Source: an optimization exercise on an open RTL-to-GDS flow (aim: small area, a short achievable clock period and few clock cycles). Production flows keep margins and buffers that such runs may drop.
At most, simulation tests tie the RTL to the original design; equivalence was not proved.
No activity file was given, so power comes from the tool's default toggle rates.

// usbasp_seq
module usbasp_seq (
    input  wire        clk,
    input  wire        rst,
    input  wire        req_valid,
    output wire        req_ready,
    input  wire [1:0]  req_kind,       
    input  wire [63:0] req_data,       
    input  wire [3:0]  req_len,        
    output reg         rsp_valid,
    output reg  [2:0]  rsp_code,
    output reg  [3:0]  rsp_len,
    output wire [63:0] rsp_data,
    output wire        tgt_valid,
    input  wire        tgt_ready,
    output reg  [4:0]  tgt_op,
    output wire [31:0] tgt_addr,
    output wire [63:0] tgt_wdata,
    output wire [3:0]  tgt_len,
    input  wire [63:0] tgt_rdata,
    input  wire        rx_evt,
    input  wire [7:0]  rx_byte,
    input  wire        tx_evt,
    output wire        line_tx_valid,
    output wire [7:0]  line_tx_data,
    output reg         chan_en,
    output reg         rx_irq_en,
    output reg         tx_irq_en,
    output reg  [15:0] cfg_baud,
    output reg  [5:0]  cfg_mode
);
For scale: about 2100 cells after synthesis, roughly 460 flip-flops, roughly 360 I/O pins, about 0.023 sq mm of cells after synthesis.
clock: 8.0 ns
lec_check: 0
cap_margin: 20
core_margin: 2
core_utilization: 65
cts_buf_list: sky130_fd_sc_hd__clkbuf_8
cts_cluster_diameter: 60
cts_cluster_size: 16
place_density: 0.75
setup_slack_margin: 4.4
slew_margin: 20
standard.sh (not shown) runs the stock make flow with config.mk's settings and CLKGATE_MAP_FILE= SYNTH_SCRIPT=/design/flow/synth_recipe.tcl, a recipe that flattens the netlist after the stock synthesis.
==> flow/flow/run.sh <==
#!/bin/bash
set -euo pipefail
export BUFFER_PORTS_ARGS="-buffer_cell sky130_fd_sc_hd__buf_1"
bash standard.sh > standard.log 2>&1
The first run passed the timing, design-rule and antenna checks.
==> next run, changes <==
CTS_CLUSTER_DIAMETER = default   (was 60)
CTS_CLUSTER_SIZE = 40   (was 16)
After rerunning: Utilization grows by 1.8 points. Routed wire length grows slightly. Via count grows slightly. Synthesized area does not change. Synthesized cell count is unchanged. Cell area grows by a few percent. Clock-buffer cell count grows by 38.
==> next run, changes <==
CORE_UTILIZATION = 60   (was 65)
CTS_BUF_LIST = sky130_fd_sc_hd__clkbuf_4   (was sky130_fd_sc_hd__clkbuf_8)
CTS_CLUSTER_SIZE = 20   (was 40)
PLACE_DENSITY = 0.72   (was 0.75)
SETUP_SLACK_MARGIN = 4.3   (was 4.4)
- The new run completed without violations
- via count decreases by about 2.4%
- routed wire length is lower by 2.3%
- final area came out lower by 0.80%
- clock power hardly moves
- hold slack is worse by 0.014 ns
No functional check of the RTL was part of any run of this note.

* * *

== R ==
usbasp_seq, a different RTL version from the one above (not shown whole).
Size in the first run: roughly 2000 cells after synthesis, roughly 460 flip-flops, roughly 360 I/O pins.
export LEC_CHECK = 0
export CAP_MARGIN = 20
export CORE_MARGIN = 2
export CORE_UTILIZATION = 60
export CTS_BUF_LIST = sky130_fd_sc_hd__clkbuf_4
export CTS_CLUSTER_SIZE = 20
export PLACE_DENSITY = 0.72
export SETUP_SLACK_MARGIN = 4.3
export SLEW_MARGIN = 20
create_clock -name core_clock -period 8.0 [get_ports {clk}]
==> flow/flow/run.sh <==
#!/bin/bash
set -euo pipefail
export BUFFER_PORTS_ARGS="-buffer_cell sky130_fd_sc_hd__buf_1"
export CTS_ARGS="-sink_clustering_enable -repair_clock_nets -sink_clustering_size 20 -buf_list sky130_fd_sc_hd__clkbuf_4 -dont_use_dummy_load"
bash standard.sh > standard.log 2>&1
Testbench counts of R, summed over its fixed seeds: cycles 23,014.
For S, these inputs were changed with respect to R:
# R
export LEC_CHECK = 0
export CAP_MARGIN = 20
export CORE_MARGIN = 2
export CORE_UTILIZATION = 60
export CTS_BUF_LIST = sky130_fd_sc_hd__clkbuf_4
export CTS_CLUSTER_SIZE = 20
export PLACE_DENSITY = 0.72
export SETUP_SLACK_MARGIN = 4.3
export SLEW_MARGIN = 20
create_clock -name core_clock -period 8.0 [get_ports {clk}]
# S
export LEC_CHECK = 0
export CAP_MARGIN = 20
export CORE_MARGIN = 2
export CORE_UTILIZATION = 60
export CTS_BUF_LIST = sky130_fd_sc_hd__clkbuf_8
export CTS_CLUSTER_DIAMETER = 50
export CTS_CLUSTER_SIZE = 12
export PLACE_DENSITY = 0.72
export SETUP_SLACK_MARGIN = 4.3
export SLEW_MARGIN = 20
create_clock -name core_clock -period 8.0 [get_ports {clk}]
==> flow/flow/run.sh <==
#!/bin/bash
set -euo pipefail
export BUFFER_PORTS_ARGS="-buffer_cell sky130_fd_sc_hd__buf_1"
export CTS_ARGS="-sink_clustering_enable -repair_clock_nets -sink_clustering_size 12 -sink_clustering_max_diameter 50 -buf_list sky130_fd_sc_hd__clkbuf_8 -dont_use_dummy_load"
bash standard.sh > standard.log 2>&1
## What came out
Diff R and S: relative contribution of the clock network to total power lower in S
Going from R to S, cell count decreased about 2.2%, critical path depth decreased 5, combinational share of power increased 0.4 points, power consumption decreased 0.16 mW.
Summary: with R as the reference, worst supply voltage drop on vdd in S moved up by more than 10%.

* * *

## oak
usbasp_seq again, from the RTL that the note above started with.
==> flow/design.v (excerpt) <==
module usbasp_seq (
    input  wire        clk,
    input  wire        rst,
    input  wire        req_valid,
    output wire        req_ready,
    input  wire [1:0]  req_kind,       
    input  wire [63:0] req_data,       
    input  wire [3:0]  req_len,        
    output reg         rsp_valid,
    output reg  [2:0]  rsp_code,
    output reg  [3:0]  rsp_len,
    output wire [63:0] rsp_data,
    output wire        tgt_valid,
    input  wire        tgt_ready,
    output reg  [4:0]  tgt_op,
    output wire [31:0] tgt_addr,
    output wire [63:0] tgt_wdata,
    output wire [3:0]  tgt_len,
    input  wire [63:0] tgt_rdata,
    input  wire        rx_evt,
    input  wire [7:0]  rx_byte,
    input  wire        tx_evt,
    output wire        line_tx_valid,
    output wire [7:0]  line_tx_data,
    output reg         chan_en,
    output reg         rx_irq_en,
    output reg         tx_irq_en,
    output reg  [15:0] cfg_baud,
    output reg  [5:0]  cfg_mode
);
clock: 8.0 ns
lec_check: 0
cap_margin: 20
core_margin: 2
core_utilization: 60
cts_buf_list: sky130_fd_sc_hd__clkbuf_4
cts_cluster_size: 20
place_density: 0.72
setup_slack_margin: 4.3
slew_margin: 20
tns_end_percent: 30
==> flow/flow/run.sh <==
#!/bin/bash
set -euo pipefail
export BUFFER_PORTS_ARGS="-buffer_cell sky130_fd_sc_hd__buf_1"
export CTS_ARGS="-sink_clustering_enable -repair_clock_nets -sink_clustering_size 20 -buf_list sky130_fd_sc_hd__clkbuf_4 -dont_use_dummy_load"
bash standard.sh > standard.log 2>&1
Testbench counts of oak, summed over its fixed seeds: cycles 23,014.
Edits applied to the flow inputs when going from oak to pine:
# oak
export LEC_CHECK = 0
export CAP_MARGIN = 20
export CORE_MARGIN = 2
export CORE_UTILIZATION = 60
export CTS_BUF_LIST = sky130_fd_sc_hd__clkbuf_4
export CTS_CLUSTER_SIZE = 20
export PLACE_DENSITY = 0.72
export SETUP_SLACK_MARGIN = 4.3
export SLEW_MARGIN = 20
export TNS_END_PERCENT = 30
create_clock -name core_clock -period 8.0 [get_ports {clk}]
# pine
export LEC_CHECK = 0
export CAP_MARGIN = 20
export CORE_MARGIN = 2
export CORE_UTILIZATION = 60
export CTS_BUF_LIST = sky130_fd_sc_hd__clkbuf_8
export CTS_CLUSTER_DIAMETER = 50
export CTS_CLUSTER_SIZE = 12
export PLACE_DENSITY = 0.65
export SETUP_SLACK_MARGIN = 4.3
export SLEW_MARGIN = 20
create_clock -name core_clock -period 8.0 [get_ports {clk}]
==> flow/flow/run.sh <==
#!/bin/bash
set -euo pipefail
export BUFFER_PORTS_ARGS="-buffer_cell sky130_fd_sc_hd__buf_1"
export CTS_ARGS="-sink_clustering_enable -repair_clock_nets -sink_clustering_size 12 -sink_clustering_max_diameter 50 -buf_list sky130_fd_sc_hd__clkbuf_8 -dont_use_dummy_load"
bash standard.sh > standard.log 2>&1
## What came out
In summary, pine completed successfully, with a layout that passed the timing, design-rule and antenna checks. Via count: higher on oak. Delta (pine minus oak): via count of the first global-routing pass saw a decrease; critical path depth went up; non-clock buffer count increased by 2 relative to the old numbers.

==> what the ideal ports hide <==
Ports are ideal in the flow. The routed layouts listed here were re-timed in OpenROAD.
Step 1, drivers: a clkbuf_16 drives clk and a buf_2 each remaining input, both assumed.
Step 2, shift: input delay + t, output delay - t, t = (earliest + latest rising clock arrival at the registers) / 2. This alone moves slack from input paths to output paths.
Slacks: no drivers / after step 1 / after step 2; pairs: no drivers / after step 1.
run | t, ns | setup slack, ns | worst setup path after step 2 | worst register clock-pin slew, ns
the first run of note 1 | 0.677 | 4.341 / 4.361 / 3.684 | input to register | 0.12 / 0.12
the second run of note 1 | 0.671 | 4.418 / 4.371 / 3.778 | input to register | 0.07 / 0.07
the third run of note 1 | 0.889 | 4.325 / 4.342 / 3.452 | input to register | 0.08 / 0.08
R | 0.828 | 4.371 / 4.337 / 3.557 | input to register | 0.08 / 0.08
S | 0.667 | 4.366 / 4.335 / 3.714 | input to register | 0.09 / 0.09
oak | 0.840 | 4.239 / 4.212 / 3.373 | input to register | 0.07 / 0.07
pine | 0.679 | 4.276 / 4.293 / 3.614 | input to register | 0.09 / 0.09
After both steps setup and hold are still met in every run listed. For the third run of note 1, which loses most, drivers alone change the setup slack by +0.017 ns; drivers and shift together by -0.873 ns.
